Background: an optimization exercise with open tools, aiming at small area. Do not read the settings as production practice. At most, simulation tests tie the RTL to the original design; equivalence was not proved. For runs 2 and 3, only the layout was checked, not whether the RTL still works. No activity file was given, so power comes from the tool's default toggle rates.

$ cat design/flow/design.v
module speckle_core (
    input  wire        clk,
    input  wire        rst,
    input  wire        cmd_valid,
    input  wire [31:0] cmd,
    output wire        busy,
    input  wire        transport_present,
    input  wire        cfg_variant,           
    input  wire [1:0]  cfg_width,             
    input  wire [9:0]  cfg_npix,
    input  wire [7:0]  cfg_t_settle,
    input  wire [7:0]  cfg_t_exit,
    input  wire [15:0] cfg_t_frame,
    input  wire [7:0]  cfg_reg_burst_start,
    input  wire [7:0]  cfg_reg_reset,
    input  wire [7:0]  cfg_reg_laser_ctrl,
    input  wire [7:0]  cfg_reg_frame_capture,
    input  wire [7:0]  cfg_reg_pixel,
    input  wire [55:0] cfg_reg_other,         
    input  wire [7:0]  cfg_reset_sentinel,
    input  wire [7:0]  cfg_cap_cmd1,
    input  wire [7:0]  cfg_cap_cmd2,
    input  wire [7:0]  cfg_laser_fd_mask,
    input  wire        cfg_burst_pre_wait,
    input  wire        cfg_burst_byte_delay,
    input  wire [15:0] cfg_max_att,
    input  wire        cfg_max_att_inf,
    output reg         cs,
    output wire        xfer_req,
    output reg  [7:0]  xfer_out,
    input  wire        xfer_ack,
    input  wire [7:0]  xfer_in,
    output wire [7:0]  status,
    output reg  [3:0]  fault,
    output reg  [9:0]  finfo,
    output reg  [8:0]  flog,
    output reg  [1:0]  pstate,
    output wire [2:0]  fstate,
    output reg  [7:0]  resb,
    output reg  [15:0] res0,
    output wire [15:0] res1,
    output wire [15:0] dx,
    output wire [15:0] dy,
    output reg  [7:0]  sq,
    output wire [15:0] shutter,
    output reg  [7:0]  pixmax,
    output wire [7:0]  pixacc,
    output reg  [7:0]  motion,
    output reg  [7:0]  obs,
    output reg  [7:0]  pixsum,
    output reg  [7:0]  pixmin,
    output wire [15:0] fperiod,
    output reg         pix_valid,
    output wire [9:0]  pix_index,
    output reg  [6:0]  pix_data
);
    localparam [7:0] OP_INIT    = 8'h01;
    localparam [7:0] OP_SEL     = 8'h10;
    localparam [7:0] OP_DES     = 8'h11;
    localparam [7:0] OP_XFER    = 8'h12;
    localparam [7:0] OP_WRREG   = 8'h20;
    localparam [7:0] OP_RDREG   = 8'h21;
    localparam [7:0] OP_BBEGIN  = 8'h22;
    localparam [7:0] OP_BRDB    = 8'h23;
    localparam [7:0] OP_BEND    = 8'h24;
    localparam [7:0] OP_DEC8    = 8'h30;
    localparam [7:0] OP_DEC16   = 8'h31;
    localparam [7:0] OP_DEC12   = 8'h32;
    localparam [7:0] OP_RDBURST = 8'h40;
    localparam [7:0] OP_FCAP    = 8'h50;
    localparam [7:0] OP_FCEND   = 8'h51;
    localparam [3:0] F_TRANSPORT   = 4'd1;
    localparam [3:0] F_PROFILE     = 4'd2;
    localparam [3:0] F_ILLEGAL     = 4'd3;
    localparam [3:0] F_ADDRESS     = 4'd4;
    localparam [3:0] F_NOTCONFIG   = 4'd5;
    localparam [3:0] F_ALREADY     = 4'd6;
    localparam [3:0] F_BUSSTATE    = 4'd7;
    localparam [3:0] F_TIMEOUT     = 4'd8;
    localparam [2:0] K_WR = 3'd0;    
    localparam [2:0] K_RD = 3'd1;    
    localparam [2:0] K_BB = 3'd2;    
    localparam [2:0] K_RB = 3'd3;    
    localparam [2:0] K_FC = 3'd4;    
    localparam [2:0] K_FE = 3'd5;    
    localparam [2:0] K_X  = 3'd6;    
    localparam [2:0] K_BR = 3'd7;    
    localparam [3:0] S_IDLE   = 4'd0;
    localparam [3:0] S_GUARD  = 4'd1;    
    localparam [3:0] S_ADDR   = 4'd2;    
    localparam [3:0] S_WDATA  = 4'd3;    
    localparam [3:0] S_WAIT   = 4'd4;    
    localparam [3:0] S_RDATA  = 4'd5;    
    localparam [3:0] S_BYTE   = 4'd6;    
    localparam [3:0] S_DES    = 4'd7;    
    localparam [3:0] S_TDONE  = 4'd8;    
    localparam [3:0] S_CHECK  = 4'd9;    
    localparam [3:0] ST_RESET  = 4'd3;   
    localparam [3:0] ST_LRD    = 4'd4;   
    localparam [3:0] ST_LWR    = 4'd5;   
    localparam [3:0] ST_CMD1   = 4'd6;
    localparam [3:0] ST_CMD2   = 4'd7;
    localparam [3:0] ST_FW     = 4'd9;   
    localparam [3:0] ST_PIX    = 4'd10;  
    localparam [1:0] W_SETTLE = 2'd0;    
    localparam [1:0] W_PRE    = 2'd1;    
    localparam [1:0] W_BDLY   = 2'd2;    
    localparam [1:0] W_FRAME  = 2'd3;    
    reg  [3:0]  state;
    reg  [2:0]  ck;
    reg  [1:0]  wph;
    reg         configured;
    reg         haz_guard;
    reg         resb_valid, res_valid, sample_valid, frame_valid;
    reg  [7:0]  cnt;               
    reg  [15:0] att;               
    reg         p_variant;
    reg         p_w12;
    reg         p_n900;
    reg  [7:0]  p_t_settle;
    reg  [7:0]  p_t_exit;
    reg  [15:0] p_t_frame;
    reg  [6:0]  p_reg_burst_start;
    reg  [6:0]  p_reg_reset;
    reg  [6:0]  p_reg_laser_ctrl;
    reg  [6:0]  p_reg_frame_capture;
    reg  [6:0]  p_reg_pixel;
    reg  [7:0]  p_reset_sentinel;
    reg  [7:0]  p_cap_cmd1;
    reg  [7:0]  p_cap_cmd2;
    reg  [2:0]  p_mask_bit;
    reg         p_burst_pre_wait;
    reg         p_burst_byte_delay;
    reg  [15:0] p_max_att;
    reg         p_max_att_inf;
    reg  [7:0]  dxl, dxh, dyl, dyh, shh, shl, fph, fpl;
    reg  [11:0] res1_q;
    assign dx      = {dxh, dxl};
    assign dy      = {dyh, dyl};
    assign shutter = {shh, shl};
    assign fperiod = {fph, fpl};
    assign pixacc  = pixsum;       
    assign res1    = {{4{res1_q[11]}}, res1_q};
    assign pix_index = finfo;
    assign busy     = (state != S_IDLE);
    assign status   = {haz_guard, frame_valid, sample_valid, res_valid,
                       resb_valid, configured, cs, busy};
    assign xfer_req = (state == S_ADDR) || (state == S_WDATA) ||
                      (state == S_RDATA) || (state == S_BYTE);
    assign fstate   = (busy && ck == K_FC) ? fault[3:1] : 3'd0;
    wire [3:0] step = fault;
    wire       fcx  = (ck == K_FC) || (ck == K_FE);
    wire [7:0] op = cmd[31:24];
    wire [7:0] oa = cmd[23:16];
    wire [7:0] ob = cmd[15:8];
    wire [7:0] oc = cmd[7:0];
    reg legal, bus_ok;
    always @(*) begin
        case (op)
            OP_INIT, OP_SEL, OP_DES, OP_BEND, OP_RDBURST, OP_FCAP, OP_FCEND:
                legal = (oa == 8'd0) && (ob == 8'd0) && (oc == 8'd0);
            OP_XFER, OP_RDREG, OP_BBEGIN, OP_DEC8:
                legal = (ob == 8'd0) && (oc == 8'd0);
            OP_BRDB:
                legal = (oa[7:1] == 7'd0) && (ob == 8'd0) && (oc == 8'd0);
            OP_WRREG, OP_DEC16:
                legal = (oc == 8'd0);
            OP_DEC12:
                legal = 1'b1;
            default:
                legal = 1'b0;
        endcase
        case (op)
            OP_DES, OP_XFER:     bus_ok = cs;
            OP_BRDB, OP_BEND:    bus_ok = (pstate != 2'd0);
            default:             bus_ok = !cs;
        endcase
    end
    wire is_init    = (op == OP_INIT);
    wire is_dec     = (op == OP_DEC8) || (op == OP_DEC16) || (op == OP_DEC12);
    wire is_addr_op = (op == OP_WRREG) || (op == OP_RDREG) || (op == OP_BBEGIN);
    reg [2:0] prof_fail;
    always @(*) begin
        prof_fail = 3'd0;
        if (!(cfg_variant ? (cfg_width == 2'd2) : !cfg_width[1]))
            prof_fail = 3'd2;
        else if (!(cfg_npix == 10'd484 || cfg_npix == 10'd900))
            prof_fail = 3'd3;
        else if (cfg_reg_burst_start[7] || cfg_reg_reset[7] || cfg_reg_laser_ctrl[7] ||
                 cfg_reg_frame_capture[7] || cfg_reg_pixel[7] ||
                 cfg_reg_other[7]  || cfg_reg_other[15] || cfg_reg_other[23] ||
                 cfg_reg_other[31] || cfg_reg_other[39] || cfg_reg_other[47] ||
                 cfg_reg_other[55])
            prof_fail = 3'd4;
        else if (!(cfg_laser_fd_mask != 8'd0 &&
                   (cfg_laser_fd_mask & (cfg_laser_fd_mask - 8'd1)) == 8'd0))
            prof_fail = 3'd5;
        else if (!cfg_max_att_inf && cfg_max_att == 16'd0)
            prof_fail = 3'd6;
    end
    reg        rej;
    reg [3:0]  rcode;
    reg [9:0]  rinfo;
    always @(*) begin
        rej   = 1'b1;
        rcode = 4'd0;
        rinfo = 10'd0;
        if (!legal) begin
            rcode = F_ILLEGAL;  rinfo = {2'b00, op};
        end else if (is_init && configured) begin
            rcode = F_ALREADY;
        end else if (!is_init && !is_dec && !configured) begin
            rcode = F_NOTCONFIG;
        end else if (!is_init && !is_dec && !bus_ok) begin
            rcode = F_BUSSTATE; rinfo = {7'd0, cs, pstate};
        end else if (is_addr_op && oa[7]) begin
            rcode = F_ADDRESS;  rinfo = {2'b00, oa};
        end else if (is_init && !transport_present) begin
            rcode = F_TRANSPORT;
        end else if (is_init && prof_fail != 3'd0) begin
            rcode = F_PROFILE;  rinfo = {7'd0, prof_fail};
        end else
            rej = 1'b0;
    end
    wire        guard_ok  = ({1'b0, cnt} + 9'd1 >= {1'b0, p_t_exit});
    wire        frame_w   = wph[0];    
    wire        att_eq    = (att == (frame_w ? p_t_frame : p_max_att));
    wire        wait_done = frame_w ? att_eq : (cnt == p_t_settle);
    wire is_write = (ck == K_WR) ||
                    (fcx && (step == ST_RESET || step == ST_LWR ||
                             step == ST_CMD1  || step == ST_CMD2));
    reg [6:0] addr7;
    always @(*) begin
        case (ck)
            K_RB:       addr7 = p_reg_burst_start;
            K_FC, K_FE: begin
                case (step)
                    ST_RESET:        addr7 = p_reg_reset;
                    ST_LRD, ST_LWR:  addr7 = p_reg_laser_ctrl;
                    ST_CMD1, ST_CMD2: addr7 = p_reg_frame_capture;
                    default:         addr7 = p_reg_pixel;
                endcase
            end
            default:    addr7 = pix_data;
        endcase
    end
    always @(*) begin
        case (state)
            S_ADDR:  xfer_out = {is_write, addr7};
            S_WDATA: begin
                if (ck == K_WR || step == ST_LWR)
                    xfer_out = finfo[7:0];
                else if (step == ST_RESET)
                    xfer_out = p_reset_sentinel;
                else if (step == ST_CMD1)
                    xfer_out = p_cap_cmd1;
                else
                    xfer_out = p_cap_cmd2;
            end
            S_BYTE:  xfer_out = (ck == K_X) ? finfo[7:0] : 8'h00;
            default: xfer_out = 8'h00;
        endcase
    end
    wire [7:0] mask_dec = 8'd1 << p_mask_bit;
    wire [7:0] laser_new;
    genvar gi;
    generate
        for (gi = 0; gi < 8; gi = gi + 1) begin : g_laser
            assign laser_new[gi] = mask_dec[gi] ? (ck == K_FE) : xfer_in[gi];
        end
    endgenerate
    wire       vb   = p_variant;
    wire       va12 = !p_variant && p_w12;
    wire       va8  = !p_variant && !p_w12;
    wire [3:0] fidx = fault;
    wire [3:0] nf_last = vb ? 4'd13 : (p_w12 ? 4'd7 : 4'd6);
    wire e_motion = vb && fidx == 4'd0;
    wire e_obs    = vb && fidx == 4'd1;
    wire e_dxl    = vb ? fidx == 4'd2 : fidx == 4'd0;
    wire e_dxh    = vb ? fidx == 4'd3 : (va8 ? fidx == 4'd0 : fidx == 4'd2);
    wire e_dyl    = vb ? fidx == 4'd4 : fidx == 4'd1;
    wire e_dyh    = vb ? fidx == 4'd5 : (va8 ? fidx == 4'd1 : fidx == 4'd2);
    wire e_sq     = vb ? fidx == 4'd6 : (va12 ? fidx == 4'd3 : fidx == 4'd2);
    wire e_pixsum = vb ? fidx == 4'd7 : (va12 ? fidx == 4'd7 : fidx == 4'd6);
    wire e_pixmax = vb ? fidx == 4'd8 : (va12 ? fidx == 4'd6 : fidx == 4'd5);
    wire e_pixmin = vb && fidx == 4'd9;
    wire e_shh    = vb ? fidx == 4'd10 : (va12 ? fidx == 4'd4 : fidx == 4'd3);
    wire e_shl    = vb ? fidx == 4'd11 : (va12 ? fidx == 4'd5 : fidx == 4'd4);
    wire e_fph    = vb && fidx == 4'd12;
    wire e_fpl    = vb && fidx == 4'd13;
    wire [7:0] dxh_in = vb ? xfer_in :
                        va8 ? {8{xfer_in[7]}} : {{4{xfer_in[7]}}, xfer_in[7:4]};
    wire [7:0] dyh_in = vb ? xfer_in :
                        va8 ? {8{xfer_in[7]}} : {{4{xfer_in[3]}}, xfer_in[3:0]};
    wire bbyte_ack = (state == S_BYTE) && xfer_ack && (ck == K_RB);
    always @(posedge clk) begin
        if (bbyte_ack) begin
            if (e_motion) motion <= xfer_in;
            if (e_obs)    obs    <= xfer_in;
            if (e_dxl)    dxl    <= xfer_in;
            if (e_dxh)    dxh    <= dxh_in;
            if (e_dyl)    dyl    <= xfer_in;
            if (e_dyh)    dyh    <= dyh_in;
            if (e_sq)     sq     <= xfer_in;
            if (e_pixsum) pixsum <= xfer_in;
            if (e_pixmax) pixmax <= xfer_in;
            if (e_pixmin) pixmin <= xfer_in;
            if (e_shh)    shh    <= xfer_in;
            if (e_shl)    shl    <= xfer_in;
            if (e_fph)    fph    <= xfer_in;
            if (e_fpl)    fpl    <= xfer_in;
        end
    end
    wire [9:0] last_pix = p_n900 ? 10'd899 : 10'd483;
    wire       multi    = (op == OP_XFER) || (op == OP_WRREG) || (op == OP_RDREG) ||
                          (op == OP_BBEGIN) || (op == OP_BRDB) || (op == OP_RDBURST) ||
                          (op == OP_FCAP) || (op == OP_FCEND);
    always @(posedge clk) begin
        pix_valid <= 1'b0;
        if (cnt != 8'hFF)
            cnt <= cnt + 8'd1;
        if (state == S_WAIT && frame_w)
            att <= att + 16'd1;
        if (rst) begin
            state        <= S_IDLE;
            configured   <= 1'b0;
            cs           <= 1'b0;
            pstate       <= 2'd0;
            haz_guard    <= 1'b0;
            resb_valid   <= 1'b0;
            res_valid    <= 1'b0;
            sample_valid <= 1'b0;
            frame_valid  <= 1'b0;
            fault        <= 4'd0;
            finfo        <= 10'd0;
            flog         <= 9'd0;
            cnt          <= 8'd0;
            pix_valid    <= 1'b0;
        end else begin
            case (state)
            S_IDLE: begin
                if (cmd_valid) begin
                    fault <= rcode;
                    finfo <= rinfo;
                    ck    <= K_WR;
                    state <= (rej || !multi) ? S_TDONE : S_CHECK;
                    if (rej)
                        flog[rcode] <= 1'b1;
                    else begin
                        case (op)
                        OP_INIT: begin
                            p_variant           <= cfg_variant;
                            p_w12               <= cfg_width[0];
                            p_n900              <= cfg_npix[9];
                            p_t_settle          <= cfg_t_settle;
                            p_t_exit            <= cfg_t_exit;
                            p_t_frame           <= cfg_t_frame;
                            p_reg_burst_start   <= cfg_reg_burst_start[6:0];
                            p_reg_reset         <= cfg_reg_reset[6:0];
                            p_reg_laser_ctrl    <= cfg_reg_laser_ctrl[6:0];
                            p_reg_frame_capture <= cfg_reg_frame_capture[6:0];
                            p_reg_pixel         <= cfg_reg_pixel[6:0];
                            p_reset_sentinel    <= cfg_reset_sentinel;
                            p_cap_cmd1          <= cfg_cap_cmd1;
                            p_cap_cmd2          <= cfg_cap_cmd2;
                            p_mask_bit          <= {|cfg_laser_fd_mask[7:4],
                                                    |{cfg_laser_fd_mask[7:6], cfg_laser_fd_mask[3:2]},
                                                    |{cfg_laser_fd_mask[7], cfg_laser_fd_mask[5],
                                                      cfg_laser_fd_mask[3], cfg_laser_fd_mask[1]}};
                            p_burst_pre_wait    <= cfg_burst_pre_wait;
                            p_burst_byte_delay  <= cfg_burst_byte_delay;
                            p_max_att           <= cfg_max_att;
                            p_max_att_inf       <= cfg_max_att_inf;
                            configured          <= 1'b1;
                        end
                        OP_DEC8, OP_DEC16, OP_DEC12: begin
                            res0[7:0]   <= (op == OP_DEC8) ? oa : ob;
                            res0[11:8]  <= (op == OP_DEC16) ? oa[3:0] :
                                           (op == OP_DEC12) ? oa[7:4] : {4{oa[7]}};
                            res0[15:12] <= (op == OP_DEC16) ? oa[7:4] : {4{oa[7]}};
                            res1_q      <= {oa[3:0], oc};
                            res_valid   <= 1'b1;
                        end
                        OP_SEL: begin
                            if (!guard_ok)
                                haz_guard <= 1'b1;
                            cs <= 1'b1;
                        end
                        OP_DES, OP_BEND: begin
                            cs     <= 1'b0;
                            cnt    <= 8'd0;
                            pstate <= 2'd0;
                        end
                        OP_XFER: begin
                            resb_valid <= 1'b1;
                            finfo      <= {2'b00, oa};
                            ck         <= K_X;
                        end
                        OP_WRREG: begin
                            pix_data <= oa[6:0];
                            finfo    <= {2'b00, ob};
                            ck       <= K_WR;
                        end
                        OP_RDREG: begin
                            resb_valid <= 1'b1;
                            pix_data   <= oa[6:0];
                            ck         <= K_RD;
                        end
                        OP_BBEGIN: begin
                            pstate   <= 2'd1;
                            pix_data <= oa[6:0];
                            ck       <= K_BB;
                        end
                        OP_BRDB: begin
                            resb_valid <= 1'b1;
                            pstate     <= 2'd2;
                            wph        <= oa[0] ? W_BDLY : W_SETTLE;
                            ck         <= K_BR;
                        end
                        OP_RDBURST: begin
                            sample_valid <= 1'b1;
                            ck           <= K_RB;
                        end
                        OP_FCAP: begin
                            frame_valid <= 1'b0;
                            fault       <= ST_RESET;
                            ck          <= K_FC;
                        end
                        OP_FCEND: begin
                            fault       <= ST_RESET;
                            ck          <= K_FE;
                        end
                        default: ;
                        endcase
                    end
                end
            end
            S_CHECK: begin
                if (ck == K_X)
                    state <= S_BYTE;
                else if (ck == K_BR) begin
                    cnt   <= 8'd0;
                    state <= (wph == W_BDLY) ? S_WAIT : S_BYTE;
                end else
                    state <= S_GUARD;
            end
            S_GUARD: begin
                if (guard_ok) begin
                    cs    <= 1'b1;
                    state <= S_ADDR;
                end
            end
            S_ADDR: begin
                if (xfer_ack) begin
                    if (is_write)
                        state <= S_WDATA;
                    else begin
                        cnt   <= 8'd0;
                        wph   <= W_SETTLE;
                        state <= S_WAIT;
                    end
                end
            end
            S_WDATA: begin
                if (xfer_ack)
                    state <= S_DES;
            end
            S_WAIT: begin
                if (wait_done) begin
                    cnt <= 8'd0;
                    case (wph)
                    W_SETTLE: begin
                        if (ck == K_BB) begin
                            fault <= 4'd0;
                            finfo <= 10'd0;
                            state <= S_IDLE;
                        end else if (ck == K_RB) begin
                            fault <= 4'd0;
                            att <= 16'd0;
                            if (p_burst_pre_wait)
                                wph <= W_PRE;
                            else if (p_burst_byte_delay)
                                wph <= W_BDLY;
                            else
                                state <= S_BYTE;
                        end else
                            state <= S_RDATA;
                    end
                    W_PRE: begin
                        if (ck == K_FC) begin
                            att   <= 16'd1;
                            fault <= ST_PIX;         
                            state <= S_GUARD;
                        end
                        else if (p_burst_byte_delay)
                            wph <= W_BDLY;
                        else
                            state <= S_BYTE;
                    end
                    W_BDLY:
                        state <= S_BYTE;
                    default: begin
                        att <= 16'd0;
                        wph <= W_PRE;                
                    end
                    endcase
                end
            end
            S_RDATA: begin
                if (xfer_ack) begin
                    if (ck == K_RD)
                        resb <= xfer_in;
                    if (step == ST_LRD)
                        finfo[7:0] <= laser_new;
                    if (step == ST_PIX) begin
                        pix_valid <= xfer_in[7];
                        pix_data  <= xfer_in[6:0];
                    end
                    state <= S_DES;
                end
            end
            S_BYTE: begin
                if (xfer_ack) begin
                    if (ck == K_RB) begin
                        fault <= fault + 4'd1;
                        cnt   <= 8'd0;
                        if (fidx == nf_last)
                            state <= S_DES;
                        else if (p_burst_byte_delay) begin
                            wph   <= W_BDLY;
                            state <= S_WAIT;
                        end
                    end else begin
                        resb  <= xfer_in;
                        fault <= 4'd0;
                        finfo <= 10'd0;
                        state <= S_IDLE;
                    end
                end
            end
            S_DES: begin
                cs    <= 1'b0;
                cnt   <= 8'd0;
                state <= S_TDONE;
                if (fcx && !(ck == K_FE && step == ST_LWR)) begin
                    if (step != ST_PIX) begin
                        fault <= (step == ST_CMD2) ? ST_FW : step + 4'd1;
                        if (step == ST_CMD2)
                            finfo <= 10'd0;
                    end else if (pix_valid) begin
                        if (finfo == last_pix) begin
                            frame_valid <= 1'b1;
                            fault       <= 4'd0;
                            finfo       <= 10'd0;
                        end else begin
                            finfo <= finfo + 10'd1;
                            att   <= 16'd1;
                        end
                    end else if (!p_max_att_inf && att_eq) begin
                        fault    <= F_TIMEOUT;
                        flog[8]  <= 1'b1;
                    end else
                        att   <= att + 16'd1;
                end else begin
                    fault <= 4'd0;
                    finfo <= 10'd0;
                end
            end
            S_TDONE: begin
                if (fcx && fault != 4'd0 && fault != F_TIMEOUT) begin
                    if (fault == ST_FW) begin
                        att   <= 16'd0;
                        wph   <= W_FRAME;
                        state <= S_WAIT;
                    end else
                        state <= S_GUARD;
                end else
                    state <= S_IDLE;
            end
            default: state <= S_IDLE;
            endcase
        end
    end
endmodule
$ cat design/flow/flow/run.sh
#!/bin/bash
set -euo pipefail
export BUFFER_PORTS_ARGS="-buffer_cell sky130_fd_sc_hd__buf_1"
export CTS_ARGS="-sink_clustering_enable -repair_clock_nets -dont_use_dummy_load -sink_clustering_size 16 -sink_clustering_max_diameter 60 -buf_list {sky130_fd_sc_hd__clkbuf_8}"
bash standard.sh > standard_make.log 2>&1
$ cat design/flow/standard.sh
#!/bin/bash
# synth_recipe.tcl (not shown) runs the flow's synth.tcl, then flattens the netlist and writes it again
# the make line also repeats each setting of config.mk as NAME=value (left out here)
make -C /OpenROAD-flow-scripts/flow DESIGN_CONFIG=/design/flow/config.mk WORK_HOME=/design/flow/orfs CLKGATE_MAP_FILE= SYNTH_SCRIPT=/design/flow/synth_recipe.tcl "${@:-finish}"
$ cat design/flow/config.mk
export PLATFORM = sky130hd
export DESIGN_NAME = speckle_core
export DESIGN_NICKNAME = speckle_core
export VERILOG_FILES = /design/flow/design.v
export SDC_FILE = /design/flow/constraint.sdc
export NUM_CORES = 4
export LEC_CHECK = 0
export CAP_MARGIN = 20
export CORE_MARGIN = 2
export CORE_UTILIZATION = 70
export PLACE_DENSITY = 0.8
export SLEW_MARGIN = 20
$ cat design/flow/constraint.sdc
create_clock -name core_clock -period 10.0 [get_ports {clk}]
set_input_delay 2.0000 -clock core_clock [delete_from_list [all_inputs] [get_ports {clk}]]
set_output_delay 2.0000 -clock core_clock [all_outputs]
set_load 0.01 [all_outputs]
==> run notes, run 1 <==
The flow ran to the end and the layout has no timing, DRC or antenna violations. The total count of hold-check failures in the final report was 0. The leakage power of the design is 5.91 nW. The overall die area is 24100 sq um. For the finished layout, the period the worst path requires is 5.91 ns. The maximum buffer depth of the clock tree is 3. The count of input and output buffers is 412. The combinational share of power came out at 0.222.

The number of distinct library cell variants in the gate-level netlist after synthesis came out at 92. The stage delay of the slowest cell on the critical path came out at 0.74 ns. The synthesized instance count came out at 1375.

The max-slew violation count came out at 0. The later pin in the worst-skew pair is clocked with a latency of 0.59 ns. The worst-case IR drop observed on VDD is 130 uV. The required time of the critical path came out at 10.16 ns. The post-layout instance count excluding filler cells came out at 2024. The number of synthesized flops with an enable pin is 276. The overall die height came out at 155 microns. The area taken by multi-input logic gates is 5890 sq um. The total number of H-tree levels is 1. The net load switching power came out at 0.971 mW. Counting instances, the worst hold path has a depth of 2.

By count the netlist is led by edfxtp_1 (276), nand2_1 (106), nor2_1 (100). The number of sinks on the clock net came out at 337. The synthesized area is 16000 sq um. The layout has 1410 filler cells. In this run the most critical hold path is launched from res_valid$_SDFFE_PP0P_. Summed over all layers, the routed wires come to 46600 microns. In this run the worst setup path begins at cmd[24].

The routability congestion estimate from global placement is 0.958. The worst setup path is launched from an input port. The via total after detailed routing came out at 13300.

Across the whole layout, storage elements account for 9510 sq um. The area of the core is 22600 sq um. The mean number of vias per cell is 6.58.

For this run, design rule violations remaining after detail routing come to 0. The total negative slack for setup checks came out at 0 ns. The post-cts repair resize count came out at 0. In this run the worst hold path is classified as reg -> reg. The first global-routing pass estimated 68900 microns of wire. The clock buffer count from CTS came out at 28. In this run the critical register-to-register path is launched from state[2]$_SDFFE_PP0P_.

The sequential power share came out at 0.559. The cell taking the most area after synthesis is edfxtp_1. The number of top-level pins came out at 462. The largest clock skew in the final design is 0.0557 ns. The number of logic stages on the critical path including buffering is 10. The first detailed-routing pass ran for 6 iterations. In the post-synthesis netlist, the biggest area contributors are edfxtp_1 (52%), dfxtp_1 (7.6%), a21oi_1 (2.7%).

The count of placed standard cells including taps is 1994. The critical register-to-register path endpoint is dyh[5]$_DFFE_PP_. At the pin with the least slew margin, the transition time is 1.13 ns. TritonCTS built the clock tree. In this run the clock root is driven by a clkbuf_8. The clock slew at the register clock pins of the worst setup and hold paths is 0.10 ns. The number of nets handed over by synthesis was 1636. The DRC marker count from the first detailed-route iteration came out at 1426.

The setup slack of the most critical reg-to-reg path came out at 5.85 ns. Buffers added to address setup during post-CTS repair amount to 0. The floorplan die width came out at 155 microns. The starting utilization of the core area came out at 0.710.

In the final layout, the share of cells above drive strength 1 is 0.0615. For this run, the post-layout net count is 2002. The repair_antennas step left the layout with diodes totalling 0.

The total buffers and inverters traversed by the critical path is 2. The pin count of the biggest net entering global routing came out at 70. The sequential fraction of the synthesis area came out at 0.593.

The power density of the placed cells is 167 nW/um^2. The cts-stage hold buffer count is 0. The critical path's top delay family is simple AND/OR/NAND/NOR gates.

The number of global-route vias before repair is 12400. The count of endpoints failing setup in the final report is 0. Walking the worst path, the cells encountered are buf_1, or4b_1, nor2_1, a21oi_1, a21bo_2, o211ai_4, nor2_4, nand3_1, nor3_4, buf_4.

In the synthesized netlist the async set-or-reset flop fraction comes to 0. The post-placement worst setup slack came out at 3.68 ns. After detailed routing, the average wire length per cell comes to 23.0 microns. Each instance of the synthesized netlist takes up on average 11.7 sq um. Detailed placement ended at an HPWL of 33300 microns. Setup repair after global routing left no endpoint under its margin. The library cell with the highest instance count after synthesis is edfxtp_1. Across every metal layer, demand over resource in global routing totals 0.372. Setup slack closes at 4.09 ns. In this run the worst setup path terminates at p_mask_bit[1]$_DFFE_PP_. The final global-route overflow total is 0. The initial antenna violation count came out at 0. The clock share of power came out at 0.219.

Compared with the post-synthesis result, the final layout area differs by 12.6%. The number of maximum-capacitance constraint violations is 0. At the end of the flow the core is filled with cells to 0.800. The worst pin sits at a relative slew slack of 0.249.

The cell-internal power is 2.05 mW. For this run, the number of Yosys warnings is 1. The share of the synthesized area in the top cell type came out at 0.517.

The category of the critical setup timing path is in -> reg. The sum of internal, switching and leakage power is 3.02 mW. The worst setup path is captured at a flip-flop. In this run the core area contains 55 standard-cell rows. The number of nets with antenna violations after detailed routing is 0.

Measured in cells, the most critical reg-to-reg path has a length of 8. Dividing the final minimum period by the clock period gives 0.591. The switching part of the total power came out at 0.321. The maximum clock frequency is 0.169 GHz. Of all nets on the critical path, the largest fanout is 69. The most used flip-flop cell after synthesis is edfxtp_1. Data on the critical path arrives at its endpoint at 6.06 ns. The number of register bits inferred by synthesis came out at 337. The slowest stage cell on the critical path is buf_4.
[registers in the layout, summed over array words and instances, names as in the netlist, 9 cells and up]
| register | count |
|---|---|
| att | 16 |
| p_max_att | 16 |
| flog | 9 |
| res1_q | 12 |
| res0 | 16 |
| finfo | 10 |
| p_t_frame | 16 |
[final cells by class]
class	count	area share
flip-flops and latches	337	0.527
multi-input cells	887	0.326
repair buffers	433	0.0946
clock buffers	28	0.0214
well taps	285	0.0198
inverters	54	0.0112
[layer usage]
layer / track usage / share of wire / up-vias
li1: - / - / 5952
met1: 0.456 / 0.35 / 6259
met2: 0.641 / 0.49 / 926
met3: 0.0671 / 0.10 / 173
met4: 0.183 / 0.054 / 0
met5: 0 / 0 / -
[kinds of logic after synthesis]
kind of cell / share of synthesized area
AOI/OAI and AO/OA: 0.151
xor gates and xnor gates: 0.0240
adders and majority gates: 0.0194
buffers and inverters: 0.0429
DFF: 0.593
muxes: 0.0293
and+or+nand+nor: 0.141
[how the worst min path moves through the flow]
| stage | endpoint | slack, ns |
|---|---|---|
| 2_1_floorplan | resb_valid$_SDFFE_PP0P_ | 0.44 |
| 4_1_cts | res_valid$_SDFFE_PP0P_ | 0.49 |
| 3_5_place_dp | res_valid$_SDFFE_PP0P_ | 0.46 |
| 5_1_grt | flog[0]$_SDFFE_PP0P_ | 0.52 |
| 3_3_place_gp | res_valid$_SDFFE_PP0P_ | 0.45 |
| 6_report | res_valid$_SDFFE_PP0P_ | 0.49 |
[power by group through the flow]
stage | sequential [mW] | combinational, mW | clock [mW]
floorplan | 1.65 | 0.468 | 0
global placement | 1.71 | 0.632 | 0
detailed placement | 1.71 | 0.648 | 0
CTS | 1.68 | 0.652 | 0.666
global route | 1.69 | 0.729 | 0.707
finish | 1.69 | 0.671 | 0.663
[worst register-to-register path: stages (launching register included)]
cell,delay (ns)
dfxtp_1,0.83
clkinv_1,0.52
nor2_1,0.25
nand2_1,0.11
nor2_1,0.42
nand2_1,0.38
or2_2,0.43
a221oi_1,0.64
clkbuf_2,0.29
[per-stage QoR]
stage          hold WS (ns)  cell area, sq um
6_report              0.485             18000
4_1_cts               0.487             18000
2_1_floorplan         0.438             16000
3_5_place_dp          0.464             17600
5_1_grt               0.516             18000
3_3_place_gp          0.449             17600
[layout by cell type (no fill, tap or decap), drive strengths merged, types with 10 or more instances in the layout]
cell type and count:
nor4 27, dfxtp 61, a21o 10, a221oi 12, ha 24, a311oi 14, clkbuf 30, o21ai 56
a211oi 16, nand2b 11, edfxtp 276, nor3 32, nor2b 14, xor2 18, buf 431, o211ai 10
nand2 106, nand3 29, a21oi 86, or4 10, inv 52, and3 20, xnor2 26, nor2 103
nand3b 11, mux2 14, and2 11, mux2i 30, a31oi 24, o221ai 14
==> run 2, diff against run 1 <==
--- a/design/flow/design.v
+++ b/design/flow/design.v
@@ -78,12 +78,13 @@
     localparam [3:0] F_BUSSTATE    = 4'd7;
     localparam [3:0] F_TIMEOUT     = 4'd8;
-    localparam [2:0] K_WR = 3'd0;    
-    localparam [2:0] K_RD = 3'd1;    
-    localparam [2:0] K_BB = 3'd2;    
-    localparam [2:0] K_RB = 3'd3;    
-    localparam [2:0] K_FC = 3'd4;    
-    localparam [2:0] K_FE = 3'd5;    
-    localparam [2:0] K_X  = 3'd6;    
-    localparam [2:0] K_BR = 3'd7;    
+    localparam [3:0] K_WR   = 4'b0000;   
+    localparam [3:0] K_RD   = 4'b0001;   
+    localparam [3:0] K_BB   = 4'b0010;   
+    localparam [3:0] K_BR   = 4'b0011;   
+    localparam [3:0] K_X    = 4'b0110;   
+    localparam [3:0] K_RB   = 4'b1000;   
+    localparam [3:0] K_FC   = 4'b1100;   
+    localparam [3:0] K_FE   = 4'b1101;   
+    localparam [3:0] K_NONE = 4'b0111;
     localparam [3:0] S_IDLE   = 4'd0;
     localparam [3:0] S_GUARD  = 4'd1;    
@@ -108,5 +109,5 @@
     localparam [1:0] W_FRAME  = 2'd3;    
     reg  [3:0]  state;
-    reg  [2:0]  ck;
+    reg  [3:0]  ck;
     reg  [1:0]  wph;
     reg         configured;
@@ -150,5 +151,5 @@
     assign fstate   = (busy && ck == K_FC) ? fault[3:1] : 3'd0;
     wire [3:0] step = fault;
-    wire       fcx  = (ck == K_FC) || (ck == K_FE);
+    wire       fcx  = ck[3] && ck[2];
     wire [7:0] op = cmd[31:24];
     wire [7:0] oa = cmd[23:16];
@@ -343,5 +344,5 @@
                     fault <= rcode;
                     finfo <= rinfo;
-                    ck    <= K_WR;
+                    ck    <= (rej || !multi) ? K_NONE : {op[6], op[4], op[1], op[0]};
                     state <= (rej || !multi) ? S_TDONE : S_CHECK;
                     if (rej)
@@ -395,20 +396,16 @@
                             resb_valid <= 1'b1;
                             finfo      <= {2'b00, oa};
-                            ck         <= K_X;
                         end
                         OP_WRREG: begin
                             pix_data <= oa[6:0];
                             finfo    <= {2'b00, ob};
-                            ck       <= K_WR;
                         end
                         OP_RDREG: begin
                             resb_valid <= 1'b1;
                             pix_data   <= oa[6:0];
-                            ck         <= K_RD;
                         end
                         OP_BBEGIN: begin
                             pstate   <= 2'd1;
                             pix_data <= oa[6:0];
-                            ck       <= K_BB;
                         end
                         OP_BRDB: begin
@@ -416,18 +413,14 @@
                             pstate     <= 2'd2;
                             wph        <= oa[0] ? W_BDLY : W_SETTLE;
-                            ck         <= K_BR;
                         end
                         OP_RDBURST: begin
                             sample_valid <= 1'b1;
-                            ck           <= K_RB;
                         end
                         OP_FCAP: begin
                             frame_valid <= 1'b0;
                             fault       <= ST_RESET;
-                            ck          <= K_FC;
                         end
                         OP_FCEND: begin
                             fault       <= ST_RESET;
-                            ck          <= K_FE;
                         end
                         default: ;
==> run 2 against run 1 <==
- largest cell class unchanged
- wire length grew 1.1%
- register-to-register slack better by 0.05 ns
- sequential share of layout area up 0.19 points
- worst hold slack got worse by 0.020 ns
- fmax is 4.5% lower
- design area about the same
- worst setup slack got worse by 0.28 ns
- final cell count is 0.35% higher
- die area barely moved
- first-iteration DRC count increased by 14%
- via count up 0.64%
==> run notes, run 2 <==
The run finished with no timing, DRC or antenna violations. The number of nets at the end of the flow came out at 2005. In this run the remaining antenna-violating nets after routing total 0. Hold repair after CTS inserted 0 buffers. The total negative slack for setup checks came out at 0 ns. The finished layout holds 2031 standard cells, fillers aside.

The commonest cells after synthesis are edfxtp_1 (277), nand2_1 (112), nor2_1 (104). The category of the critical setup timing path is in -> reg. The total count of hold-check failures in the final report came out at 0. After floorplanning, the core was sized to cover 22600 sq um. After clock tree synthesis, the clock-pin slew on the worst setup and hold paths is 0.10 ns. Along the worst path, the maximum fanout reaches 64.

The clock buffer count from CTS is 27. The number of global-route vias before repair is 12600. The setup slack of the most critical reg-to-reg path came out at 5.90 ns. The total number of H-tree levels came out at 1. The number of gates resized after CTS was 0. The DRC marker count from the first detailed-route iteration is 1632.

The arrival time at the worst endpoint is 6.39 ns. The max-slew violation count is 0. The number of rows created at floorplan is 55. VDD sags by at most 151 uV. The total overflow left after global routing is 0. For this configuration, the core starts out at a cell density of 0.710. The overall die area is 24100 sq um. The net count after synthesis came out at 1644.

Port buffering added 412 buffers. The fraction of layout cells with a size suffix above 1 came out at 0.0579. The mean number of vias per cell came out at 6.60.

The routed layout has 13400 vias. The post-CTS repair timing setup buffer count came out at 0. In the post-synthesis netlist, the cell with the most instances is edfxtp_1. TritonCTS built the clock tree. The initial antenna violation count is 1. The post-route worst setup slack is 3.81 ns. The number of distinct library cell variants in the gate-level netlist after synthesis came out at 86. Summed over all instances, the cell type with the most area after synthesis is edfxtp_1. The first-pass iteration count of the detailed router came out at 6. The sum of internal, switching and leakage power is 3.06 mW.

The cell depth of the worst flop-to-flop path came out at 8. After legalization and detailed placement, the total HPWL measured 34600 microns. Prior to clock tree synthesis, the placed netlist has a worst setup slack of 3.41 ns. The critical path starts at cmd[24]. The pin count of the biggest net entering global routing is 65. The synthesized area is 16000 sq um.

In the layout the commonest cells are buf_1 (411), edfxtp_1 (277), nand2_1 (112). The min-delay analysis places its worst path in the category reg -> reg. STA classifies the critical path endpoint as a flip-flop. Walking the worst path, the cells encountered are buf_1, or3b_2, a211oi_1, o21ai_0, a2111oi_4, nand2b_1, nor4_4, buf_4. In this run the mean area of a mapped cell was 11.6 sq um. The number of synthesized flops with an enable pin came out at 277. The number of register bits inferred by synthesis came out at 338. The clock period minus final worst setup slack came out at 6.19 ns.

The total track usage came out at 0.377. The number of sinks on the clock net came out at 338. The routability congestion estimate from global placement came out at 0.976. For this run, the number of Yosys warnings is 1. The number of maximum-capacitance constraint violations came out at 0. The detailed-route wire length per cell came out at 23.2 microns. The kind of cell with the highest combined delay along the critical path is compound AO/OA/AOI/OAI gates. The critical register-to-register path endpoint is p_reg_pixel[5]$_DFFE_PP_. The largest clock skew in the final design came out at 0.0711 ns. The floorplan die width is 155 microns. For met2 alone, demand over resource in global routing was 0.652.

The leakage power of the design came out at 5.94 nW. Setup repair after global routing left no endpoint under its margin. The critical path runs through a total of 8 cells. The clock latency of the later-clocked register in the worst-skew pair is 0.61 ns. For this design, the slowest cell found on the critical path is buf_4. The met3 layer usage reported by global route came out at 0.0582. The period utilization is 0.619. The synthesized instance count came out at 1386. In this run the power density over the cells is 170 nW/um^2. The worst setup path is launched from an input port. The count of endpoints failing setup in the final report is 0. The number of top-level pins is 462. The worst-margin pin slew is 1.07 ns.

The overall die height came out at 155 microns. The sequential fraction of the synthesis area is 0.595. The capture point of the worst path is p_reg_pixel[5]$_DFFE_PP_. The global routing stage identified its most utilized layer as met2. The maximum buffer depth of the clock tree came out at 3. The signed area change from the synthesized netlist to the final layout came out at 12.6%. The critical path contains buffers and inverters numbering 2 combined. The proportion of synthesized flip-flops having asynchronous set or reset is 0. The worst register-to-register path begins at pstate[1]$_SDFFE_PP0P_. The share of the synthesized area in the top cell type came out at 0.519. The count of placed standard cells including taps is 2002.

Ranked by total cell area, the synthesized netlist is headed by edfxtp_1 (52%), dfxtp_1 (7.6%), nand2_1 (2.6%). Timing would allow up to 0.162 GHz. For this run, the slowest stage of the critical path takes 0.70 ns.

Among all flip-flop cells after synthesis, the most frequent one is edfxtp_1. The global-route track usage on met1 came out at 0.477. The post-detailed-route DRC marker count is 0.

The wire length of the first global-routing pass is 70100 microns. The wire length reported by the detailed router came out at 47100 microns. The library cell used most frequently in the layout, excluding fill and tap cells, is buf_1. The worst relative slew slack is 0.281. The tree is rooted in a clkbuf_8.

STA puts the critical path data required time at 10.20 ns.
[run 2: cell types whose count changed after synthesis, sizes merged, moves of 7 or more]
cell,delta
inv,-11
a21oi,-10
o221ai,-10
or3,+17
a2111oi,+7
o21ai,+19
a31oi,-9
[run 2: metal layers]
metal	wire, microns	up-vias
met3	4670	161
li1	-	5967
met5	0	-
met2	23000	988
met4	2280	0
met1	17200	6279
[run 2: worst min-delay path by stage]
stage	from	end	slack (ns)	cells past startpoint
after floorplan	haz_guard$_SDFFE_PP0P_	haz_guard$_SDFFE_PP0P_	0.43	2
after global placement	flog[6]$_SDFFE_PP0P_	flog[6]$_SDFFE_PP0P_	0.44	2
after detailed placement	flog[2]$_SDFFE_PP0P_	flog[2]$_SDFFE_PP0P_	0.45	1
after CTS	flog[6]$_SDFFE_PP0P_	flog[6]$_SDFFE_PP0P_	0.47	2
after global routing	flog[2]$_SDFFE_PP0P_	flog[2]$_SDFFE_PP0P_	0.49	1
final	flog[6]$_SDFFE_PP0P_	flog[6]$_SDFFE_PP0P_	0.46	2
[run 2: cell families (layout without fill, tap and decap cells)]
kind of cell	Yosys count	count (layout)	share of synthesized area
flops	338	338	0.595
buf+inv	146	505	0.0424
other cells	0	1	0
fa+ha+maj	21	21	0.0164
xor+xnor	45	45	0.0246
simple gates	453	453	0.146
mux	46	46	0.0301
compound gates	337	337	0.145
[run 2: power by group]
part | leakage (nW) | switching [mW] | internal [mW]
clock | 0.194 | 0.416 | 0.241
combinational | 2.76 | 0.466 | 0.264
sequential | 2.98 | 0.107 | 1.57
total | 5.94 | 0.989 | 2.07
[run 2: cell type report]
| cell class | instances | area [sq um] |
|---|---|---|
| repair buffers | 437 | 1730 |
| flip-flops and latches | 338 | 9540 |
| well taps | 285 | 357 |
| clock buffers | 27 | 372 |
| multi-input cells | 902 | 5880 |
| inverters | 41 | 154 |
| fillers | 1418 | 4530 |
| diodes | 1 | 2.50 |
[run 2: metrics by stage]
| stage | cell area, sq um | hold slack [ns] | util |
|---|---|---|---|
| floorplan | 16000 | 0.427 | - |
| global placement | 17600 | 0.444 | 0.781 |
| detailed placement | 17600 | 0.446 | 0.781 |
| CTS | 18000 | 0.466 | 0.798 |
| global route | 18000 | 0.490 | 0.799 |
| finish | 18000 | 0.465 | 0.799 |
[run 2: worst reg2reg max path, delay by kind of cell (launching register included)]
family	cells	cell delay (ns)
AO/OA/AOI/OAI	3	1.35
AND/OR/NAND/NOR	4	1.17
buffers and inverters	1	0.70
flip-flops	1	0.45
==> run 3, diff against run 2 <==
--- a/design/flow/design.v
+++ b/design/flow/design.v
@@ -224,5 +224,5 @@
             rej = 1'b0;
     end
-    wire        guard_ok  = ({1'b0, cnt} + 9'd1 >= {1'b0, p_t_exit});
+    wire        guard_ok  = (cnt >= p_t_exit);
     wire        frame_w   = wph[0];    
     wire        att_eq    = (att == (frame_w ? p_t_frame : p_max_att));
@@ -336,5 +336,5 @@
             finfo        <= 10'd0;
             flog         <= 9'd0;
-            cnt          <= 8'd0;
+            cnt          <= 8'd1;
             pix_valid    <= 1'b0;
         end else begin
@@ -390,5 +390,5 @@
                         OP_DES, OP_BEND: begin
                             cs     <= 1'b0;
-                            cnt    <= 8'd0;
+                            cnt    <= 8'd1;
                             pstate <= 2'd0;
                         end
@@ -534,5 +534,5 @@
             S_DES: begin
                 cs    <= 1'b0;
-                cnt   <= 8'd0;
+                cnt   <= 8'd1;
                 state <= S_TDONE;
                 if (fcx && !(ck == K_FE && step == ST_LWR)) begin
==> run 3 against run 2 <==
- clock-buffer cell count unchanged
- critical path type unchanged
- register-to-register slack improved by 0.17 ns
- still clean on timing, DRC and antenna
- power is 2.1% higher
- clock power about the same
- clock skew down 0.0050 ns
- wire length is 4.9% higher
- fmax is 4.6% lower
- synthesized cell count shrank 1.7%
- first-iteration DRC count increased by 8.1%
- critical endpoint is now p_t_frame[8]$_DFFE_PP_
==> run notes, run 3 <==
The run finished with no timing, DRC or antenna violations. The largest clock skew in the final design is 0.0662 ns. The tightest min-delay check is of the reg -> reg type. VDD sags by at most 159 uV. For the final routed database, the setup TNS stands at 0 ns.

The overall die area came out at 24000 sq um. The number of distinct library cell variants in the gate-level netlist after synthesis is 92. For this run, the number of Yosys warnings is 1. By startpoint and endpoint, the worst setup path is classified as in -> reg. The post-CTS repair timing setup buffer count is 0. Once detail routing completed, the nets flagged for antenna violations numbered 0. The signed area change from the synthesized netlist to the final layout is 12.7%. The detailed-route wire length per cell is 24.5 microns. The worst register-to-register path begins at ck[0]$_SDFFCE_PP1P_. Of all nets on the critical path, the largest fanout is 65.

The sequential fraction of the synthesis area is 0.599. The critical register-to-register path endpoint is dyh[0]$_DFFE_PP_. Yosys mapped a number of flops with a built-in enable equal to 277. The synthesized area is 15900 sq um.

The routed metal-1 wirelength came out at 17000 microns. The total met3 wirelength after detailed routing came out at 5800 microns. The library cell used most frequently in the layout, excluding fill and tap cells, is buf_1. The initial antenna violation count is 0. The total number of H-tree levels came out at 1.

The max-slew violation count came out at 0. Ranked by total cell area, the synthesized netlist is headed by edfxtp_1 (52%), dfxtp_1 (7.7%), nand2_1 (2.8%). The number of maximum-capacitance constraint violations is 0. The synthesized instance count came out at 1362. The number of rows created at floorplan is 55.

The period utilization is 0.649. The required time of the critical path is 10.20 ns. The worst pin sits at a relative slew slack of 0.239.

The share of synthesized area in the top cell type comes to 0.522. The post-detailed-route DRC marker count came out at 0. By count the netlist is led by edfxtp_1 (277), nand2_1 (119), nor2_1 (106). The maximum clock frequency is 0.154 GHz. edfxtp_1 is the most common cell in the netlist.

The number of clock buffers added by TritonCTS is 27. The clock slew at the register clock pins of the worst setup and hold paths is 0.09 ns. The cell taking the most area after synthesis is edfxtp_1. The sort of element at the start of the critical path is an input port. The leakage power of the design is 5.89 nW. The destination of the worst hold path is resb_valid$_SDFFE_PP0P_. The timing startpoint of the critical path is cmd[24]. The setup slack of the most critical reg-to-reg path came out at 6.07 ns. The number of register bits inferred by synthesis is 338. The DRC marker count from the first detailed-route iteration is 1764.

After detailed placement, the design holds a cell count of 1989. The total count of hold-check failures in the final report is 0. The via total after detailed routing came out at 13600.

Counting every sink on the clock net gives 338. The cell sitting at the root of the clock tree is a clkbuf_8. The number of top-level pins is 462.

The number of cells on the worst reg-to-reg path is 6. The number of global-route vias before repair came out at 12900. For this block, the routed nets add up to 49400 microns of wire.

For this run, the leading register cell type out of synthesis is edfxtp_1. Detailed placement ended at an HPWL of 35900 microns. The first-pass iteration count of the detailed router is 8. The arrival time at the worst endpoint came out at 6.69 ns.

The mean number of vias per cell came out at 6.74. The initial utilization of the core area, before any placement, comes to 0.708. The overall die height is 155 microns. The proportion of synthesized flip-flops having asynchronous set or reset is 0. After detailed routing, no signal wire sits above met4. In the final layout, the share of cells above drive strength 1 is 0.0566. The post-placement worst setup slack is 3.12 ns.

Setup repair after global routing left no endpoint under its margin. At the pin with the least slew margin, the transition time is 1.13 ns. The post-synthesis area per instance came out at 11.7 sq um. The sum of internal, switching and leakage power came out at 3.12 mW.

The cts-stage hold buffer count came out at 0. The total inserted antenna cells is 0. The met2 layer wire length in the routed design came out at 24200 microns. The core region is 22500 sq um.

The post-route worst setup slack came out at 3.51 ns. At the end of the flow, the number of nets in the layout was 1992. Setup violations remaining at the end of the flow were counted as 0. The clock period minus final worst setup slack is 6.49 ns. The count of input and output buffers came out at 412. The wire length of the first global-routing pass came out at 73200 microns. Power spread over the standard cell area amounts to 174 nW/um^2. The post-cts repair resize count came out at 0. The worst hold path startpoint is resb_valid$_SDFFE_PP0P_. The floorplan die width is 155 microns. The worst hold path was traced through 2 stages. Entering global routing, the biggest net connects 66 pins. The net count after synthesis came out at 1620. The CTS tree is done. The clock latency of the later-clocked register in the worst-skew pair came out at 0.59 ns.

The routability congestion estimate from global placement came out at 1.01. The total track usage is 0.399. The worst setup path is captured at a flip-flop. The maximum buffer depth of the clock tree came out at 3. Once layout is complete, the cells apart from fillers number 2017. The top cell types in the final layout, fill and taps aside, are buf_1 (411), edfxtp_1 (277), nand2_1 (119). For this run the aggregate overflow at the end of global routing stands at 0.
==> run 3: changes by cell type after synthesis, sizes merged, moves of 7 or more <==
cell	change
o21ai	-15
or3	-13
a311oi	-7
clkbuf	-13
nand2	+7
xor2	-13
nand3	+7
a31oi	+13
==> run 3: cell type report <==
class	count	area [sq um]
multi-input combinational	897	5820
sequential	338	9540
clock buffer	27	372
tap	285	357
inverter	37	139
fill	1312	4550
timing repair buffer	433	1730
==> run 3: worst max path at each step <==
stage	endpoint	slack, ns
floorplan	p_burst_byte_delay$_DFFE_PP_	1.01
global placement	p_cap_cmd1[0]$_DFFE_PP_	3.16
detailed placement	p_cap_cmd2[2]$_DFFE_PP_	3.12
CTS	p_t_frame[6]$_DFFE_PP_	3.68
global route	p_cap_cmd2[0]$_DFFE_PP_	3.27
finish	p_t_frame[8]$_DFFE_PP_	3.51
==> run 3: kinds of logic after synthesis <==
kind of cell | after synthesis | share of synthesized area
AND/OR/NAND/NOR | 464 | 0.152
flip-flops | 338 | 0.599
AO/OA/AOI/OAI | 330 | 0.144
buffers and inverters | 127 | 0.0388
multiplexers | 44 | 0.0284
XOR/XNOR | 37 | 0.0203
adder cells (fa/ha/maj) | 22 | 0.0171
==> run 3: where the power goes <==
part / switching, mW / internal, mW / leakage [nW]
registers: 0.120 / 1.56 / 2.97
clock network: 0.418 / 0.240 / 0.194
logic: 0.514 / 0.269 / 2.72
==> run 3: through the flow <==
step	utilization	instance area [sq um]	hold WS, ns
detailed placement	0.780	17500	0.453
global route	0.798	18000	0.477
floorplan	-	15900	0.438
finish	0.798	18000	0.473
CTS	0.796	17900	0.473
global placement	0.779	17500	0.453
==> run 3: worst max-delay path, cell delays in order <==
cell and delay [ns]:
buf_1 0.64, nand2_1 0.26, nor3_1 0.54, o211a_1 0.23, o221ai_1 0.19, nand2_1 0.48
and3_1 0.56, nand2_1 0.22, nor3_4 0.18, buf_4 0.57, buf_4 0.74
==> run 3: metal layers <==
| layer | vias to the layer above | track usage |
|---|---|---|
| met5 | - | 0 |
| met4 | 0 | 0.190 |
| met3 | 174 | 0.0786 |
| met2 | 1077 | 0.679 |
| met1 | 6396 | 0.496 |
| li1 | 5948 | - |
==> run 4, diff against run 3 <==
--- a/design/flow/design.v
+++ b/design/flow/design.v
@@ -34,5 +34,5 @@
     output reg  [3:0]  fault,
     output reg  [9:0]  finfo,
-    output reg  [8:0]  flog,
+    output wire [8:0]  flog,
     output reg  [1:0]  pstate,
     output wire [2:0]  fstate,
@@ -115,4 +115,5 @@
     reg         resb_valid, res_valid, sample_valid, frame_valid;
     reg  [7:0]  cnt;               
+    reg  [8:1]  flog_q;            
     reg  [15:0] att;               
     reg         p_variant;
@@ -144,4 +145,5 @@
     assign res1    = {{4{res1_q[11]}}, res1_q};
     assign pix_index = finfo;
+    assign flog      = {flog_q, 1'b0};
     assign busy     = (state != S_IDLE);
     assign status   = {haz_guard, frame_valid, sample_valid, res_valid,
@@ -224,5 +226,5 @@
             rej = 1'b0;
     end
-    wire        guard_ok  = (cnt >= p_t_exit);
+    wire        guard_ok  = ({1'b0, cnt} + 9'd1 >= {1'b0, p_t_exit});
     wire        frame_w   = wph[0];    
     wire        att_eq    = (att == (frame_w ? p_t_frame : p_max_att));
@@ -246,20 +248,17 @@
         endcase
     end
+    reg [7:0] dbyte;
     always @(*) begin
-        case (state)
-            S_ADDR:  xfer_out = {is_write, addr7};
-            S_WDATA: begin
-                if (ck == K_WR || step == ST_LWR)
-                    xfer_out = finfo[7:0];
-                else if (step == ST_RESET)
-                    xfer_out = p_reset_sentinel;
-                else if (step == ST_CMD1)
-                    xfer_out = p_cap_cmd1;
-                else
-                    xfer_out = p_cap_cmd2;
-            end
-            S_BYTE:  xfer_out = (ck == K_X) ? finfo[7:0] : 8'h00;
-            default: xfer_out = 8'h00;
-        endcase
+        if (ck == K_WR || ck == K_X || (fcx && step == ST_LWR))
+            dbyte = finfo[7:0];
+        else if (fcx && step == ST_RESET)
+            dbyte = p_reset_sentinel;
+        else if (fcx && step == ST_CMD1)
+            dbyte = p_cap_cmd1;
+        else if (fcx && step == ST_CMD2)
+            dbyte = p_cap_cmd2;
+        else
+            dbyte = 8'h00;
+        xfer_out = (state == S_ADDR) ? {is_write, addr7} : dbyte;
     end
     wire [7:0] mask_dec = 8'd1 << p_mask_bit;
@@ -335,6 +334,6 @@
             fault        <= 4'd0;
             finfo        <= 10'd0;
-            flog         <= 9'd0;
-            cnt          <= 8'd1;
+            flog_q       <= 8'd0;
+            cnt          <= 8'd0;
             pix_valid    <= 1'b0;
         end else begin
@@ -347,5 +346,5 @@
                     state <= (rej || !multi) ? S_TDONE : S_CHECK;
                     if (rej)
-                        flog[rcode] <= 1'b1;
+                        flog_q[rcode] <= 1'b1;
                     else begin
                         case (op)
@@ -390,5 +389,5 @@
                         OP_DES, OP_BEND: begin
                             cs     <= 1'b0;
-                            cnt    <= 8'd1;
+                            cnt    <= 8'd0;
                             pstate <= 2'd0;
                         end
@@ -534,5 +533,5 @@
             S_DES: begin
                 cs    <= 1'b0;
-                cnt   <= 8'd1;
+                cnt   <= 8'd0;
                 state <= S_TDONE;
                 if (fcx && !(ck == K_FE && step == ST_LWR)) begin
@@ -552,5 +551,5 @@
                     end else if (!p_max_att_inf && att_eq) begin
                         fault    <= F_TIMEOUT;
-                        flog[8]  <= 1'b1;
+                        flog_q[8] <= 1'b1;
                     end else
                         att   <= att + 16'd1;
==> run 4 against run 3 <==
- still clean
- clock skew grew 0.0048 ns
- design area shrank 0.24%
- clock-buffer cell count is the same
- via count shrank 1.7%
- sequential power is essentially flat
- clock power is essentially flat
- sequential cell count shrank 1
- critical path depth is the same
- power shrank 3.7%
- fmax grew 12%
- critical endpoint is now p_reg_burst_start[0]$_DFFE_PP_
- largest cell class unchanged
==> run notes, run 4 <==
The run finished with no timing, DRC or antenna violations. The number of buffers and inverters on the critical path is 3. In the global route stage, overall resource usage came out at 0.369. The library cell used most frequently in the layout, excluding fill and tap cells, is buf_1. The slowest stage cell on the critical path is buf_1.

The area of the core is 22500 sq um. STA classifies the critical path endpoint as a flip-flop. The smallest hold slack came out at 0.473 ns. The clock period minus final worst setup slack came out at 5.77 ns. The CTS tree is done. The tree built by TritonCTS fans out to 337 sinks. The required time of the critical path is 10.16 ns. The max-slew violation count came to 0.

The routability congestion estimate from global placement is 0.999. Sorting the synthesized cells by how often they occur yields edfxtp_1 (277), nand2_1 (121), nor2_1 (100). The post-cts repair resize count is 0. The number of register bits inferred by synthesis came out at 337.

In the final timing run, aggregate negative setup slack is 0 ns. The wire length of the first global-routing pass is 68800 microns. The total count of hold-check failures in the final report came out at 0. For this block, the initial DRC count from the detailed router was 1653. Setup repair after global routing left no endpoint under its margin. Max-cap violations in this run came to 0.

In this run the critical register-to-register path is launched from state[2]$_SDFFE_PP0P_. The number of nets with antenna violations after detailed routing came out at 0. The count of input and output buffers is 411. Traced cell by cell, the critical path runs through buf_1, or3b_1, a2111oi_2, a211oi_1, a21bo_2, o211a_4, nand3_4, inv_4, nand2_1, nor2_4, buf_4.

The worst hold path startpoint is res_valid$_SDFFE_PP0P_. The net count after synthesis is 1648. The synthesized area came out at 16000 sq um. The number of rows created at floorplan came out at 55. The leading register cell type out of synthesis is edfxtp_1.

Setup violations remaining at the end of the flow were counted as 0. The floorplan die width came out at 155 microns. Counting cells, the worst reg-to-reg path comes to 10. Leaving out fill and tap cells, the most frequent cells in the layout are buf_1 (411), edfxtp_1 (277), nand2_1 (121).

The post-synthesis area per instance is 11.5 sq um. The net count of the finished layout is 2004. In the final routed layout, each cell accounts on average for 22.8 microns. The warning count from the yosys run is 1. The initial utilization of the core area, before any placement, comes to 0.709.

On the worst path, the slowest cell contributes a delay of 0.68 ns. The setup slack of the most critical reg-to-reg path came out at 5.75 ns. The cell sitting at the root of the clock tree is a clkbuf_8.

The largest clock skew in the final design is 0.0710 ns. The floorplan step defined a die boundary enclosing 24000 sq um. The arrival time at the worst endpoint is 5.94 ns. The wire length reported by the detailed router is 46200 microns. The count of placed standard cells including taps is 2000. The worst hold path belongs to the class reg -> reg. The clock slew at the register clock pins of the worst setup and hold paths came out at 0.10 ns. 0 antenna diodes ended up in the layout. The power density of the placed cells is 168 nW/um^2. The sequential fraction of the synthesis area came out at 0.596.

The critical path's top delay family is buffers and inverters. The destination of the worst hold path is res_valid$_SDFFE_PP0P_. The clock latency of the later-clocked register in the worst-skew pair is 0.60 ns. In this run the number of H-tree levels came out at 1. IR analysis of the VDD net gives a maximum drop of 143 uV.

The via total after detailed routing is 13400. By area the synthesized netlist is led by edfxtp_1 (52%), dfxtp_1 (7.5%), nand2_1 (2.8%). The share of the synthesized area in the top cell type came out at 0.521.

The sort of element at the start of the critical path is an input port. For this run the aggregate overflow at the end of global routing stands at 0. The cell taking the most area after synthesis is edfxtp_1. The final standard cell utilization of the core came out at 0.796. Entering global routing, the biggest net connects 63 pins. The cts-stage hold buffer count is 0. The clock buffer count from CTS came out at 27. In this run, distinct cell masters in the synthesized netlist total 80. The worst register-to-register path ends at fault[1]$_SDFFE_PP0P_. The initial antenna violation count is 0. In this run the count of I/O pins placed on the die edge is 462.

The number of synthesized flops with an enable pin is 277. Measured against its own limit, the worst slew margin works out to 0.285. Counting instances, the worst hold path has a depth of 1.

The first-pass iteration count of the detailed router is 10. The proportion of synthesized flip-flops having asynchronous set or reset is 0. The signed area change from the synthesized netlist to the final layout came out at 12.2%. The estimated wirelength of the detail-placed design is 33800 microns.

The maximum buffer depth of the clock tree came out at 3. The largest fanout of any net on the critical path is 62. The number of global-route vias before repair was 12500. The finished layout holds 2027 standard cells, fillers aside. The post-detailed-route DRC marker count is 0. The post-CTS repair timing setup buffer count came out at 0. The die is 155 microns tall. The fraction of layout cells with a size suffix above 1 is 0.0499. The cell count after synthesis came out at 1388.

Summed over all cells, the static leakage comes to 5.93 nW. Derived from the worst setup path, the maximum achievable clock frequency is 0.173 GHz. The period utilization is 0.577. The worst setup path is of the in -> reg kind. The most common cell in the synthesized netlist is edfxtp_1. After detailed routing, the number of vias per cell comes to 6.59. At the pin with the least slew margin, the transition time is 1.07 ns.
[run 4: worst max path at each step]
stage / start / endpoint / slack (ns) / depth (start not counted)
5_1_grt: fault[3]$_SDFFE_PP0P_ / xfer_out[4] / 4.03 / 8
2_1_floorplan: cmd[24] / p_burst_byte_delay$_DFFE_PP_ / 0.83 / 10
3_3_place_gp: cmd[24] / pix_data[5]$_DFFE_PP_ / 3.80 / 10
4_1_cts: cmd[24] / p_w12$_DFFE_PP_ / 4.34 / 11
6_report: cmd[24] / p_reg_burst_start[0]$_DFFE_PP_ / 4.23 / 11
3_5_place_dp: cmd[24] / p_reg_reset[4]$_DFFE_PP_ / 3.81 / 11
[run 4: where the power goes]
group | internal, mW | leakage (nW) | switching, mW
Sequential | 1.56 | 2.97 | 0.109
Clock | 0.240 | 0.194 | 0.417
Combinational | 0.242 | 2.76 | 0.441
[run 4: cell families (layout without fill, tap and decap cells)]
family,Yosys count,after routing,synth area share
compound gates,341,341,0.147
simple gates,452,452,0.143
fa+ha+maj,24,24,0.0187
xor+xnor,47,47,0.0258
flops,337,337,0.596
other cells,1,1,0.000235
buf+inv,147,501,0.0436
mux,39,39,0.0252
[run 4: area by class of cell]
cell class	count	area [sq um]
clock buffer	27	372
fill	1416	4590
inverter	42	160
multi-input combinational	904	5800
sequential	337	9520
tap	285	357
timing repair buffer	432	1700
[run 4: worst register-to-register path: stages (launching register included)]
cell	delay [ns]
dfxtp_1	0.80
nor2b_1	0.22
buf_4	0.29
nand3_1	0.38
a31oi_1	0.76
nand3_1	0.19
o21ai_0	0.40
nor3b_1	0.14
nand4b_1	0.42
a311oi_1	0.37
a32o_1	0.15
[run 4: metrics by stage]
step | worst slack, ns | area, sq um | power, mW
finish | 4.23 | 17900 | 3.01
global route | 4.03 | 17900 | 3.11
CTS | 4.34 | 17900 | 2.98
detailed placement | 3.81 | 17500 | 2.35
global placement | 3.80 | 17500 | 2.33
floorplan | 0.832 | 16000 | 2.13
[run 4: per-layer routing]
layer	track usage	share of wire	wire (microns)	up-vias
li1	-	-	-	5951
met1	0.489	0.36	16600	6239
met2	0.626	0.49	22500	1037
met3	0.0630	0.12	5490	134
met4	0.124	0.033	1530	0
met5	0	0	0	-
==> run 5, diff against run 4 <==
==> design/flow/flow/run.sh (replaced) <==
#!/bin/bash
set -euo pipefail
export BUFFER_PORTS_ARGS="-buffer_cell sky130_fd_sc_hd__buf_1"
export CTS_ARGS="-sink_clustering_enable -repair_clock_nets -dont_use_dummy_load -sink_clustering_size 17 -sink_clustering_max_diameter 70 -buf_list {sky130_fd_sc_hd__clkbuf_8}"
bash standard.sh > standard_make.log 2>&1
==> run 5 against run 4 <==
- synthesized cell count stayed put
- power is 1.6% lower
- sequential power hardly changed
- first-iteration DRC count is 4.4% lower
==> run notes, run 5 <==
The worst register-to-register path begins at state[2]$_SDFFE_PP0P_. Once detailed placement completed, the half-perimeter wirelength came to 33800 microns. Dividing the detail-routed via count by the number of cells gives 6.57. Post-CTS timing repair inserted 0 buffers for setup.

For the final database, setup skew stands at 0.0596 ns. STA classifies the critical path startpoint as a flip-flop. In this run the tightest slew margin relative to its limit is 0.326. The number of global-route vias before repair is 12500. Counting every net in the synthesized netlist gives 1648. The final standard cell utilization of the core came out at 0.793.

The warning count from the yosys run came out at 1. After synthesis, the largest family of logic cells by area is compound AO/OA/AOI/OAI gates. The DRC marker count from the first detailed-route iteration came out at 1581.

The CTS tree is done. The tree is rooted in a clkbuf_8. The number of nets with antenna violations after detailed routing is 0. The initial antenna violation count was 0.

The via total after detailed routing is 13300. The cell taking the most area after synthesis is edfxtp_1. The count of placed standard cells including taps came out at 2000. The repair_antennas step left the layout with diodes totalling 0. The endpoint class of the critical path is a primary output.

The flow ran to the end and the layout has no timing, DRC or antenna violations. The clock slew at the register clock pins of the worst setup and hold paths came out at 0.12 ns. In the post-synthesis netlist, the biggest area contributors are edfxtp_1 (52%), dfxtp_1 (7.5%), nand2_1 (2.8%). The adder and majority cell fraction of the synthesized area came out at 0.0187. The fraction of synthesized cell area in xor and xnor cells is 0.0258.

The setup slack of the most critical reg-to-reg path is 5.77 ns. The critical register-to-register path endpoint is fault[1]$_SDFFE_PP0P_. The share of the synthesized area in the top cell type came out at 0.521. The power density of the placed cells is 166 nW/um^2. The number of synthesized flops with an enable pin is 277. Static timing analysis puts the maximum clock frequency at 0.173 GHz. The cell depth of the worst flop-to-flop path came out at 10. Dividing the detail-routed wire length by the instance count gives 22.6 microns. The share of synthesized area spent on multiplexers is 0.0252. Subtracting the final worst setup slack from the clock period gives 5.79 ns. Across every metal layer, demand over resource in global routing totals 0.369. The number of distinct library cell variants in the gate-level netlist after synthesis is 80. The total number of H-tree levels came out at 1.

The pin count of the biggest net entering global routing is 63. The cell depth of the worst min-delay path came out at 1. The wire length reported by the detailed router is 45800 microns. The count of input and output buffers came out at 411. The floorplan die width is 155 microns. The post-layout instance count excluding filler cells is 2023. The overall die height is 155 microns. Counting flops with an async set or reset pin after synthesis yields a share of 0. The congestion estimate from routability-driven global placement came to 0.999. In the layout the commonest cells are buf_1 (411), edfxtp_1 (277), nand2_1 (121). The largest fanout of any net on the critical path came out at 22. The sequential cell area came out at 9520 sq um. The worst hold path belongs to the class reg -> reg. The total negative slack for setup checks came out at 0 ns. In the final layout, the share of cells above drive strength 1 is 0.0478. By startpoint and endpoint, the worst setup path is classified as reg -> out. Setup repair after global routing left no endpoint under its margin.

The later pin in the worst-skew pair is clocked with a latency of 0.59 ns. The required time of the critical path is 8.00 ns. The post-detailed-route DRC marker count came out at 0. The post-synthesis area per instance came out at 11.5 sq um. The overall die area is 24000 sq um.

Of the total synthesized cell area, the portion taken by AND, OR, NAND and NOR gates is 0.143. The synthesized instance count came out at 1388. The sum of internal, switching and leakage power is 2.96 mW.

In this run the cell area of the synthesized design comes to 16000 sq um. The initialized floorplan defines 55 standard-cell rows. The number of register bits inferred by synthesis came out at 337.

The cts-stage hold buffer count is 0. The first-pass iteration count of the detailed router is 6. The count of endpoints failing setup in the final report is 0.
[run 5: stage by stage]
step | worst slack (ns) | area [sq um]
global placement | 3.80 | 17500
global route | 3.88 | 17900
floorplan | 0.832 | 16000
detailed placement | 3.81 | 17500
CTS | 4.29 | 17800
finish | 4.21 | 17900
[run 5: kinds of logic (layout without fill, tap and decap cells)]
group | Yosys count | in the layout
adders and majority gates | 24 | 24
DFF | 337 | 337
muxes | 39 | 39
AOI/OAI and AO/OA | 341 | 341
buffers and inverters | 147 | 497
and+or+nand+nor | 452 | 452
xor gates and xnor gates | 47 | 47
other | 1 | 1
[run 5: worst min-delay path by stage]
| stage | start | endpoint |
|---|---|---|
| 2_1_floorplan | res_valid$_SDFFE_PP0P_ | res_valid$_SDFFE_PP0P_ |
| 3_3_place_gp | res_valid$_SDFFE_PP0P_ | res_valid$_SDFFE_PP0P_ |
| 3_5_place_dp | res_valid$_SDFFE_PP0P_ | res_valid$_SDFFE_PP0P_ |
| 4_1_cts | res_valid$_SDFFE_PP0P_ | res_valid$_SDFFE_PP0P_ |
| 5_1_grt | flog_q[5]$_SDFFE_PP0P_ | flog_q[5]$_SDFFE_PP0P_ |
| 6_report | res_valid$_SDFFE_PP0P_ | res_valid$_SDFFE_PP0P_ |
[run 5: per-layer routing]
metal,wire [microns],global-route usage,part of all wire
met5,0,0,0
met4,1700,0.128,0.037
met3,5540,0.0705,0.12
met2,22100,0.619,0.48
met1,16400,0.487,0.36
[run 5: worst max-delay path, stage by stage (launching register included)]
cell and delay [ns]:
dfxtp_1 0.90, nand2b_1 0.34, nor2_1 0.20, nor3_1 0.65
nand2_1 0.16, a21oi_1 0.20, a221oi_1 0.09, o21ai_0 0.42
buf_1 0.21
[run 5: area by class of cell]
class	count	share of cell area
Tap cell	285	0.0200
Multi-Input combinational cell	904	0.325
Timing Repair Buffer	432	0.0952
Sequential cell	337	0.533
Inverter	42	0.00897
Clock buffer	23	0.0177
[run 5: power by group]
part	switching [mW]	internal (mW)	leakage (nW)	total, mW
Clock	0.408	0.207	0.165	0.615
Combinational	0.436	0.241	2.76	0.678
Sequential	0.109	1.56	2.97	1.67
Total	0.953	2.01	5.90	2.96
